This is an optimization exercise on Yosys and OpenROAD, whose aim is small area, a short achievable clock period and few clock cycles, not a production implementation. In this exercise RTL edits were held to simulation tests only and were not proved equivalent to the original. Power figures rest on the tool's default switching activity, not on a simulated workload.

==> run Z <==
Design syncchan, start of the top module:
module syncchan (
    input             clk,
    input             rst,           
    input      [8:0]  prog_len,      
    input      [63:0] sprite,        
    output     [7:0]  prog_addr,
    input      [15:0] prog_data,
    input             rel_valid,     
    input      [7:0]  rel_data,
    output reg        held,          
    output reg        tx_valid,      
    output reg [7:0]  tx_data,
    output reg        io_rd,
    output reg        io_wr,
    output     [15:0] io_addr,
    output     [7:0]  io_wdata,
    input      [7:0]  io_rdata,
    output reg        draw_valid,
    output reg [1:0]  draw_op,       
    output reg [8:0]  draw_x,
    output reg [7:0]  draw_y,
    output            done,
    output            fault,
    output     [1:0]  fault_cause,   
    output     [15:0] fault_info     
);
    localparam [7:0]  PX_RESET = 8'd128, PY_RESET = 8'd96, WPOS_RESET = 8'd0;
    localparam [7:0] OP_WAIT = 8'h01, OP_EMITC = 8'h02, OP_EMITHI = 8'h03, OP_EMITH = 8'h04,
  ...
==> flow/config.mk <==
export PLATFORM = sky130hd
export DESIGN_NAME = syncchan
export DESIGN_NICKNAME = syncchan
export VERILOG_FILES = /design/flow/design.v
export SDC_FILE = /design/flow/constraint.sdc
export NUM_CORES = 4
export LEC_CHECK = 0
export CAP_MARGIN = 20
export CORE_MARGIN = 2
export CORE_UTILIZATION = 40
export SETUP_SLACK_MARGIN = 5
export SLEW_MARGIN = 20
==> flow/constraint.sdc <==
create_clock -name core_clock -period 10.0 [get_ports {clk}]
set_input_delay 2.0000 -clock core_clock [delete_from_list [all_inputs] [get_ports {clk}]]
set_output_delay 2.0000 -clock core_clock [all_outputs]
set_load 0.01 [all_outputs]
standard.sh (not shown) runs the stock make flow with config.mk's settings and CLKGATE_MAP_FILE= SYNTH_SCRIPT=/design/flow/synth_recipe.tcl, a recipe that flattens the netlist after the stock synthesis.
==> flow/flow/run.sh <==
#!/bin/bash
set -euo pipefail
sed 's/SETUP_SLACK_MARGIN=5/SETUP_SLACK_MARGIN=6.3 "BUFFER_PORTS_ARGS=-buffer_cell sky130_fd_sc_hd__buf_1"/' standard.sh > standard_m.sh
bash standard_m.sh > standard.log 2>&1
==> run F (differences from run Z) <==
--- a/flow/design.v
+++ b/flow/design.v
@@ -5,22 +5,22 @@
     input      [63:0] sprite,        
     output     [7:0]  prog_addr,
     input      [15:0] prog_data,
     input             rel_valid,     
     input      [7:0]  rel_data,
-    output reg        held,          
-    output reg        tx_valid,      
-    output reg [7:0]  tx_data,
-    output reg        io_rd,
-    output reg        io_wr,
+    output            held,          
+    output            tx_valid,      
+    output     [7:0]  tx_data,
+    output            io_rd,
+    output            io_wr,
     output     [15:0] io_addr,
     output     [7:0]  io_wdata,
     input      [7:0]  io_rdata,
-    output reg        draw_valid,
-    output reg [1:0]  draw_op,       
-    output reg [8:0]  draw_x,
-    output reg [7:0]  draw_y,
+    output            draw_valid,
+    output     [1:0]  draw_op,       
+    output     [8:0]  draw_x,
+    output     [7:0]  draw_y,
     output            done,
     output            fault,
     output     [1:0]  fault_cause,   
     output     [15:0] fault_info     
 );
@@ -40,17 +40,19 @@
     reg        ir_prep;      
     reg [2:0]  step;
     reg        rel;          
     reg [7:0]  jw_tag;
     reg        jw_v;
-    reg        io_kb, io_joy;    
+    reg [7:0]  txr;          
     reg        rpass;        
     reg [2:0]  rj;           
     reg [7:0]  rem;          
     reg        ax;           
-    reg        rrun;         
-    reg [3:0]  nj1;          
+    reg        bv;           
+    reg        bop;
+    reg [8:0]  bx;
+    reg [7:0]  by;
     reg [4:0] kf [0:7];      
     reg [7:0] joy;
     reg [7:0] mx, my, mb, pmx, pmy, pmb;
     reg [7:0] ppx, ppy, pwpos;
     reg       kf_v, joy_v, m_v, pm_v, pp_v;
@@ -125,18 +127,14 @@
     wire x_wrap = x1[8];
     wire [3:0] sdx_next = 4'd0 - dx[3:0];
     wire [3:0] sdy_next = 4'd0 - dy[3:0];
     wire       sfar_next = !dx_small || !dy_small || x_wrap || y_hi || y_lo;
     wire go = rel | (rel_valid & (rel_data != 8'h00));
-    assign prog_addr = na[7:0];
+    assign prog_addr = (exec && ir_jmp) ? arg : na[7:0];
     assign done  = (state == S_DONE);
     assign fault = (state == S_FAULT);
     assign fault_cause = ir_fcause;
-    assign fault_info  = ir;
-    assign io_addr  = {io_kb ? ~(8'd1 << step) : 8'h00,
-                       ~io_joy, ~io_joy, io_kb, 3'b111, ~io_wr, ~io_kb};
-    assign io_wdata = {6'd0, io_wr && (step[2] || step[1]), io_wr && !step[1]};
     reg [7:0] fname;
     always @(*) begin
         case (op)
             4'h4: begin
                 case (arg[4:0])
@@ -151,10 +149,23 @@
             4'hA:    fname = 8'h0B;
             4'hB:    fname = 8'h17;
             default: fname = arg;
         endcase
     end
+    assign fault_info  = (ir_fcause == F_ILLEGAL) ? ir : {8'h00, fname};
+    assign held = exec && ir_wait && !rel;
+    assign tx_valid = run && (is_emitc || is_emithi || is_emith) && !ir_prep;
+    assign tx_data  = txr;
+    assign io_rd    = run && (is_ksamp || is_jsamp || (is_msamp && step[0]));
+    assign io_wr    = run && is_msamp && !step[0];
+    assign io_addr  = is_ksamp ? {~(8'd1 << step), 8'hFE} :
+                      is_jsamp ? 16'h001F : {8'h00, 6'b110111, step[0], 1'b1};
+    assign io_wdata = {6'd0, (is_msamp && !step[0]) ? step[2:1] + 2'd1 : 2'd0};
+    assign draw_valid = run && ((is_render && bv) || is_pbtn || is_pscr);
+    assign draw_op = is_render ? {1'b0, bop} : is_pbtn ? 2'd2 : 2'd3;
+    assign draw_x  = is_render ? bx : is_pbtn ? {7'd0, arg[1:0]} : {1'b0, pwpos};
+    assign draw_y  = is_render ? by : is_pbtn ? {7'd0, mb[arg[1:0]]} : wpos;
     wire [2:0] c0;                    
     wire [7:0] rem_rest;
     wire       rlast_row = (rem_rest == 8'h00);
     reg cmd_last;
     always @(*) begin
@@ -215,23 +226,23 @@
     wire [7:0] joy_f   = wr_joy ? io_rdata : joy;
     wire [3:0] fast_hi = farg[3] ? joy_f[7:4] : {3'b111, kf[farg[2:0]][4]};
     wire       f_slow  = (farg[4:0] > 5'h08) || (wr_kf && farg[4:0] == 5'h07);
     wire [7:0] f_tx    = (fop == OP_EMITC)  ? farg :
                          (fop == OP_EMITHI) ? hexchar(farg[7:4]) : hexchar(fast_hi);
-    wire [3:0] esdx = sdx;
-    wire [3:0] esdy = sdy;
-    wire       efar = sfar;
-    wire       in_render = rrun;
+    wire [3:0] esdx = wr_ps ? sdx_next : sdx;
+    wire [3:0] esdy = wr_ps ? sdy_next : sdy;
+    wire       efar = wr_ps ? sfar_next : sfar;
+    wire       in_render = run && is_render;
     wire       lp = in_render && (rpass ^ (rj == 3'd7));
     wire [2:0] lj = in_render ? rj + 3'd1 : 3'd0;
     function [7:0] srow(input [2:0] j);    
         integer c;
         for (c = 0; c < 8; c = c + 1)
             srow[c] = sprite[{j, 3'd7 - c[2:0]}];
     endfunction
     wire [7:0] arow = srow(lj);
-    wire [3:0] nj4 = in_render ? nj1 : esdy;     
+    wire [3:0] nj4 = {1'b0, lj} + esdy;          
     wire [7:0] nrow = srow(nj4[2:0]);
     wire [15:0] nrow_ext = esdx[3] ? {nrow, 8'h00} : {8'h00, nrow};
     wire [15:0] nsh_w = nrow_ext >> esdx[2:0];
     wire [7:0]  nsh = (efar || nj4[3]) ? 8'h00 : nsh_w[7:0];
     wire [7:0]  lmask = lp ? arow : (arow & ~nsh);
@@ -245,27 +256,19 @@
     assign c0 = c0r;
     assign rem_rest = rem & ~(8'd1 << c0);
     wire [7:0] rax = rpass ? px : ppx;
     wire [7:0] ray = rpass ? py : ppy;
     wire fetch = (state == S_FETCH) || (run && cmd_last);
-    wire at_end = (na == prog_len);
-    wire fetch_go = fetch && !at_end;
-    wire rfetch = fetch_go && (prog_data == 16'h0900);    
+    wire at_end = !(exec && ir_jmp) && (na == prog_len);
+    wire rfetch = fetch && !at_end && (prog_data == 16'h0900);
     wire fuse = jw_v && (fop == OP_JMP) && (farg == jw_tag);
-    wire more = run && !cmd_last;             
-    wire rel_n = (run && ir_wait && go) ? 1'b0 : rel_valid ? (rel_data != 8'h00) : rel;
-    wire [7:0] mb_n    = wr_mb ? io_rdata : mb;
-    wire [7:0] pwpos_n = wr_ps ? wpos : pwpos;
-    wire [7:0] wpos_n  = wr_ps ? wpos_next : wpos;
     always @(posedge clk) begin
         if (rst) begin
             state <= S_FETCH;
             na    <= 9'd0;
             rel   <= 1'b0;
             jw_v  <= 1'b0;
-            rrun  <= 1'b0;
-            tx_valid <= 1'b0; io_rd <= 1'b0; io_wr <= 1'b0; draw_valid <= 1'b0; held <= 1'b0;
             kf_v <= 1'b0; joy_v <= 1'b0; m_v <= 1'b0; pm_v <= 1'b0; pp_v <= 1'b0;
             px <= PX_RESET; py <= PY_RESET; wpos <= WPOS_RESET;
         end else begin
             if (run && ir_wait && go)
                 rel <= 1'b0;                         
@@ -274,21 +277,17 @@
             if (exec && ir_fault)
                 state <= S_FAULT;
             else if (fetch) begin
                 if (at_end)
                     state <= S_DONE;
-                else
+                else begin
                     state <= S_EXEC;
-                na    <= fuse ? {1'b0, farg} + 9'd1 :
-                         (fop == OP_JMP) ? {1'b0, farg} : na + 9'd1;
+                    na    <= {1'b0, fuse ? farg : prog_addr} + 9'd1;
+                end
             end
             if (fetch && exec && ir_jmp)
                 jw_v <= (prog_data == 16'h0100);
-            if (fetch)
-                rrun <= rfetch && !f_unw;
-            if (exec && ir_fault && ir_fcause != F_ILLEGAL)
-                ir <= {8'h00, fname};
             kf_v <= kf_vn; joy_v <= joy_vn; m_v <= m_vn; pm_v <= pm_vn; pp_v <= pp_vn;
             if (wr_ps) begin
                 px <= px_next; py <= py_next; wpos <= wpos_next;
             end
         end
@@ -298,69 +297,43 @@
         if (wr_mx) mx <= io_rdata;
         if (wr_my) my <= ~io_rdata;
         if (wr_mb) mb <= io_rdata;
         if (wr_ps) begin
             ppx <= px; ppy <= py; pwpos <= wpos;
+            sdx <= sdx_next; sdy <= sdy_next; sfar <= sfar_next;
         end
         if (run && ir_prep)
             ir_prep <= 1'b0;
-        tx_data <= hexchar(ir_prep ? xr[7:4] : is_emithi ? arg[3:0] : xr[3:0]);
+        txr <= hexchar(ir_prep ? xr[7:4] : is_emithi ? arg[3:0] : xr[3:0]);
         if (run && !ir_prep)
             step <= step + 3'd1;
-        if (fetch) begin
-            rpass <= 1'b0; rj <= 3'd0; rem <= lmask; nj1 <= esdy + 4'd1;
-            ax <= 1'b0;
+        bop <= rpass;
+        bx  <= {1'b0, rax} + {6'd0, c0};
+        by  <= ray + {5'd0, rj};
+        if (rfetch) begin
+            rpass <= 1'b0; rj <= 3'd0; rem <= lmask;
+            ax <= 1'b0; bv <= 1'b0;
         end else if (in_render && !ax) begin
+            bv  <= (rem != 8'h00);
             if (rlast_row) begin
                 if (rpass && rj == 3'd7)
                     ax <= 1'b1;
                 else begin
-                    rpass <= lp; rj <= lj; rem <= lmask; nj1 <= nj4 + 4'd1;
+                    rpass <= lp; rj <= lj; rem <= lmask;
                 end
             end else
                 rem <= rem_rest;
         end
         if (fetch && exec && ir_jmp)
             jw_tag <= arg;
-        if (fetch && fop == OP_PSTEP) begin
-            sdx <= sdx_next; sdy <= sdy_next; sfar <= sfar_next;
-        end
         if (fetch) begin
             ir        <= prog_data;
             step      <= 3'd0;
             ir_fault  <= f_illegal || f_unw || f_badtgt;
             ir_fcause <= f_illegal ? F_ILLEGAL : f_badtgt ? F_BADTARGET : F_UNWRITTEN;
             ir_wait   <= fuse || (prog_data == 16'h0100);
             ir_jmp    <= !fuse && (fop == OP_JMP);
             ir_prep   <= (fop == OP_EMITH) && f_slow;
-            tx_data   <= f_tx;
-        end
-        if (fetch) begin
-            draw_op <= {1'b1, fop[0]};
-            draw_x  <= (fop[0] == 1'b0) ? {7'd0, farg[1:0]} : {1'b0, pwpos_n};
-            draw_y  <= (fop[0] == 1'b0) ? {7'd0, mb_n[farg[1:0]]} : wpos_n;
-            io_kb   <= (fop == OP_KSAMP);
-            io_joy  <= (fop == OP_JSAMP);
-        end else begin
-            draw_op <= {1'b0, rpass};
-            draw_x  <= {1'b0, rax} + {6'd0, c0};
-            draw_y  <= ray + {5'd0, rj};
-        end
-        if (!rst) begin
-            if (fetch) begin
-                tx_valid   <= !at_end && (fop == OP_EMITC || fop == OP_EMITHI ||
-                              (fop == OP_EMITH && farg[7:5] == 3'd0 && !f_slow && !f_unw));
-                io_rd      <= !at_end && (fop == OP_KSAMP || fop == OP_JSAMP) && farg == 8'h00;
-                io_wr      <= !at_end && fop == OP_MSAMP && farg == 8'h00;
-                draw_valid <= !at_end && ((fop == OP_PBTN && farg[7:2] == 6'd0 && m_vn) ||
-                                          (fop == OP_PSCR && farg == 8'h00 && pp_vn));
-                held       <= !at_end && (prog_data == 16'h0100 || fuse) && !rel_n;
-            end else begin
-                tx_valid   <= more && (is_emithi || is_emith);
-                io_rd      <= more && (is_ksamp || (is_msamp && !step[0]));
-                io_wr      <= more && is_msamp && step[0];
-                draw_valid <= more && is_render && (rem != 8'h00);
-                held       <= more && ir_wait;
-            end
+            txr       <= f_tx;
         end
     end
 endmodule
==> flow/run.sh (new file) <==
#!/bin/bash
# synth_recipe.tcl (not shown) runs the flow's synth.tcl, then flattens the netlist and writes it again
# the make line also repeats each setting of config.mk as NAME=value (left out here)
make -C /OpenROAD-flow-scripts/flow DESIGN_CONFIG=/design/flow/config.mk WORK_HOME=/design/flow/orfs CLKGATE_MAP_FILE= SYNTH_SCRIPT=/design/flow/synth_recipe.tcl finish
removed: flow/flow/run.sh
removed: flow/standard.sh
==> run B (differences from run Z) <==
--- a/flow/design.v
+++ b/flow/design.v
@@ -40,10 +40,11 @@
     reg        ir_prep;      
     reg [2:0]  step;
     reg        rel;          
     reg [7:0]  jw_tag;
     reg        jw_v;
+    reg [7:0]  io_hi;        
     reg        io_kb, io_joy;    
     reg        rpass;        
     reg [2:0]  rj;           
     reg [7:0]  rem;          
     reg        ax;           
@@ -130,12 +131,11 @@
     assign prog_addr = na[7:0];
     assign done  = (state == S_DONE);
     assign fault = (state == S_FAULT);
     assign fault_cause = ir_fcause;
     assign fault_info  = ir;
-    assign io_addr  = {io_kb ? ~(8'd1 << step) : 8'h00,
-                       ~io_joy, ~io_joy, io_kb, 3'b111, ~io_wr, ~io_kb};
+    assign io_addr  = {io_hi, ~io_joy, ~io_joy, io_kb, 3'b111, ~io_wr, ~io_kb};
     assign io_wdata = {6'd0, io_wr && (step[2] || step[1]), io_wr && !step[1]};
     reg [7:0] fname;
     always @(*) begin
         case (op)
             4'h4: begin
@@ -336,16 +336,18 @@
         end
         if (fetch) begin
             draw_op <= {1'b1, fop[0]};
             draw_x  <= (fop[0] == 1'b0) ? {7'd0, farg[1:0]} : {1'b0, pwpos_n};
             draw_y  <= (fop[0] == 1'b0) ? {7'd0, mb_n[farg[1:0]]} : wpos_n;
+            io_hi   <= (fop == OP_KSAMP) ? 8'hFE : 8'h00;
             io_kb   <= (fop == OP_KSAMP);
             io_joy  <= (fop == OP_JSAMP);
         end else begin
             draw_op <= {1'b0, rpass};
             draw_x  <= {1'b0, rax} + {6'd0, c0};
             draw_y  <= ray + {5'd0, rj};
+            io_hi   <= {io_hi[6:0], io_hi[7]};     
         end
         if (!rst) begin
             if (fetch) begin
                 tx_valid   <= !at_end && (fop == OP_EMITC || fop == OP_EMITHI ||
                               (fop == OP_EMITH && farg[7:5] == 3'd0 && !f_slow && !f_unw));
==> flow/flow/run.sh (replaced) <==
#!/bin/bash
set -euo pipefail
sed 's/SETUP_SLACK_MARGIN=5/SETUP_SLACK_MARGIN=6.55 "BUFFER_PORTS_ARGS=-buffer_cell sky130_fd_sc_hd__buf_1"/' standard.sh > standard_m.sh
bash standard_m.sh > standard.log 2>&1
ABC_AREA = 1   (was not set)
CTS_CLUSTER_DIAMETER = 100   (was not set)
CTS_CLUSTER_SIZE = 20   (was not set)
PLACE_DENSITY = 0.75   (was not set)
==> run D (differences from run Z) <==
==> flow/flow/run.sh (replaced) <==
#!/bin/bash
set -euo pipefail
sed 's/SETUP_SLACK_MARGIN=5/SETUP_SLACK_MARGIN=6.7 "BUFFER_PORTS_ARGS=-buffer_cell sky130_fd_sc_hd__buf_1"/' standard.sh > standard_m.sh
bash standard_m.sh > standard.log 2>&1
ABC_AREA = 1   (was not set)
CTS_CLUSTER_DIAMETER = 100   (was not set)
CTS_CLUSTER_SIZE = 20   (was not set)
==> summary.txt <==
Of run B and run D, run D has the higher worst hold slack (gap 0.038 ns). Synthesized area, lowest first: run F, run Z, run D, run B. Die area: run D is higher than run Z (2.1%). Of run D and run F, run D has the higher via count (gap 19%, measured against run F). Core utilization: run Z > run F > run D > run B. Worst setup slack: run B > run D > run Z > run F. Between run Z and run F, the lower non-clock buffer count is in run F (gap 60). Maximum frequency: run B > run D > run Z > run F. Between run Z and run B, the lower global-route usage is in run B (gap 1.5 points). In clock-buffer cell count, run D and run B do not differ. Against run Z, the flip-flop and latch count of run B is higher by 8.
==> figures <==
Run status: run Z complete, no violations; run D complete, no violations; run F complete, no violations; run B complete, no violations
DIE HEIGHT: run Z 210 microns; run D 212 microns; run F 206 microns; run B 212 microns
Number of resized instances in the post-cts repair step: run Z 114; run D 118; run F 25; run B 31
DPL Wire Length: run Z 40.8 mm; run D 43.6 mm; run F 40.5 mm; run B 42.6 mm
Ratio of cells with drive above 1 in the final layout: run Z 19.2%; run D 16.2%; run F 11.2%; run B 9.06%
Crit-path max cell delay: run Z 0.54 ns; run D 0.40 ns; run F 0.59 ns; run B 0.72 ns
Mux share of post-synthesis cell area: run Z 10.1%; run D 0.232%; run F 8.65%; run B 0.173%
Worst-case register-to-register setup slack: run Z 6.27 ns; run D 6.67 ns; run F 5.30 ns; run B 6.63 ns
First-pass iteration count of the detailed router: run Z 6; run D 6; run F 5; run B 6
Seq Cell Count: run Z 259; run D 259; run F 247; run B 267
Pin slew with the least headroom to its limit: run Z 1.03 ns; run D 1.09 ns; run F 1.05 ns; run B 0.999 ns
Wire length of the first global-routing pass: run Z 86.1 mm; run D 89.4 mm; run F 81.8 mm; run B 85.2 mm
Final worst clock skew: run Z 0.0284 ns; run D 0.0284 ns; run F 0.0241 ns; run B 0.0261 ns
Vias per cell: run Z 5.95; run D 5.37; run F 5.89; run B 5.46
CTS clk-pin slew, worst paths: run Z 0.06 ns; run D 0.10 ns; run F 0.06 ns; run B 0.09 ns
WL per Instance: run Z 23.0 microns; run D 18.9 microns; run F 22.4 microns; run B 18.2 microns
Worst-path fanout max: run Z 7; run D 4; run F 6; run B 9
Final critical-path share of the clock period: run Z 38.1%; run D 36.3%; run F 49.8%; run B 34.5%
Worst slew margin relative to its limit: run Z 31.2%; run D 27.0%; run F 29.8%; run B 33.2%
Met3 global-route usage: run Z 3.25%; run D 3.50%; run F 3.88%; run B 2.17%
Number of synthesized flops with an enable pin: run Z 157; run D 157; run F 154; run B 157
Worst Reg2Reg Path Length in Cells: run Z 17; run D 17; run F 16; run B 15
Leakage Power: run Z 7.83 nW; run D 8.78 nW; run F 7.66 nW; run B 8.34 nW
Testbench counts of run Z, summed over its fixed seeds: cycles 11,506.
Testbench counts of run F, summed over its fixed seeds: cycles 11,506.
Testbench counts of run B, summed over its fixed seeds: cycles 11,506.
Testbench counts of run D, summed over its fixed seeds: cycles 11,506.

[port drivers added, routing unchanged]
Ports are ideal in the flow. The routed layouts listed here were re-timed in OpenROAD.
Step 1: set_driving_cell puts a clkbuf_16 on clk and a buf_2 on each other input, an assumption about the parent block.
Step 2 times the ports against the registers' clock, not the clock port: input delays grow and output delays shrink by t, the midpoint of the rising clock arrivals with the driver on.
Slacks: ideal / step 1 / step 2; pairs: ideal / step 1.
run | t (ns) | slack for setup (ns) | hold WS [ns] | clock arrival spread, ns
run Z | 0.635 | 6.191 / 6.222 / 5.587 | 0.490 / 0.490 / 0.490 | 0.029 / 0.030
run F | 0.613 | 5.025 / 4.968 / 4.603 | 0.423 / 0.423 / 0.423 | 0.025 / 0.025
run B | 0.558 | 6.545 / 6.492 / 6.071 | 0.429 / 0.429 / 0.429 | 0.026 / 0.026
run D | 0.555 | 6.370 / 6.318 / 6.068 | 0.468 / 0.468 / 0.468 | 0.029 / 0.028
After both steps every run listed still meets setup and hold. For run Z, which loses most, drivers alone change the setup slack by +0.031 ns; drivers and shift together by -0.604 ns.
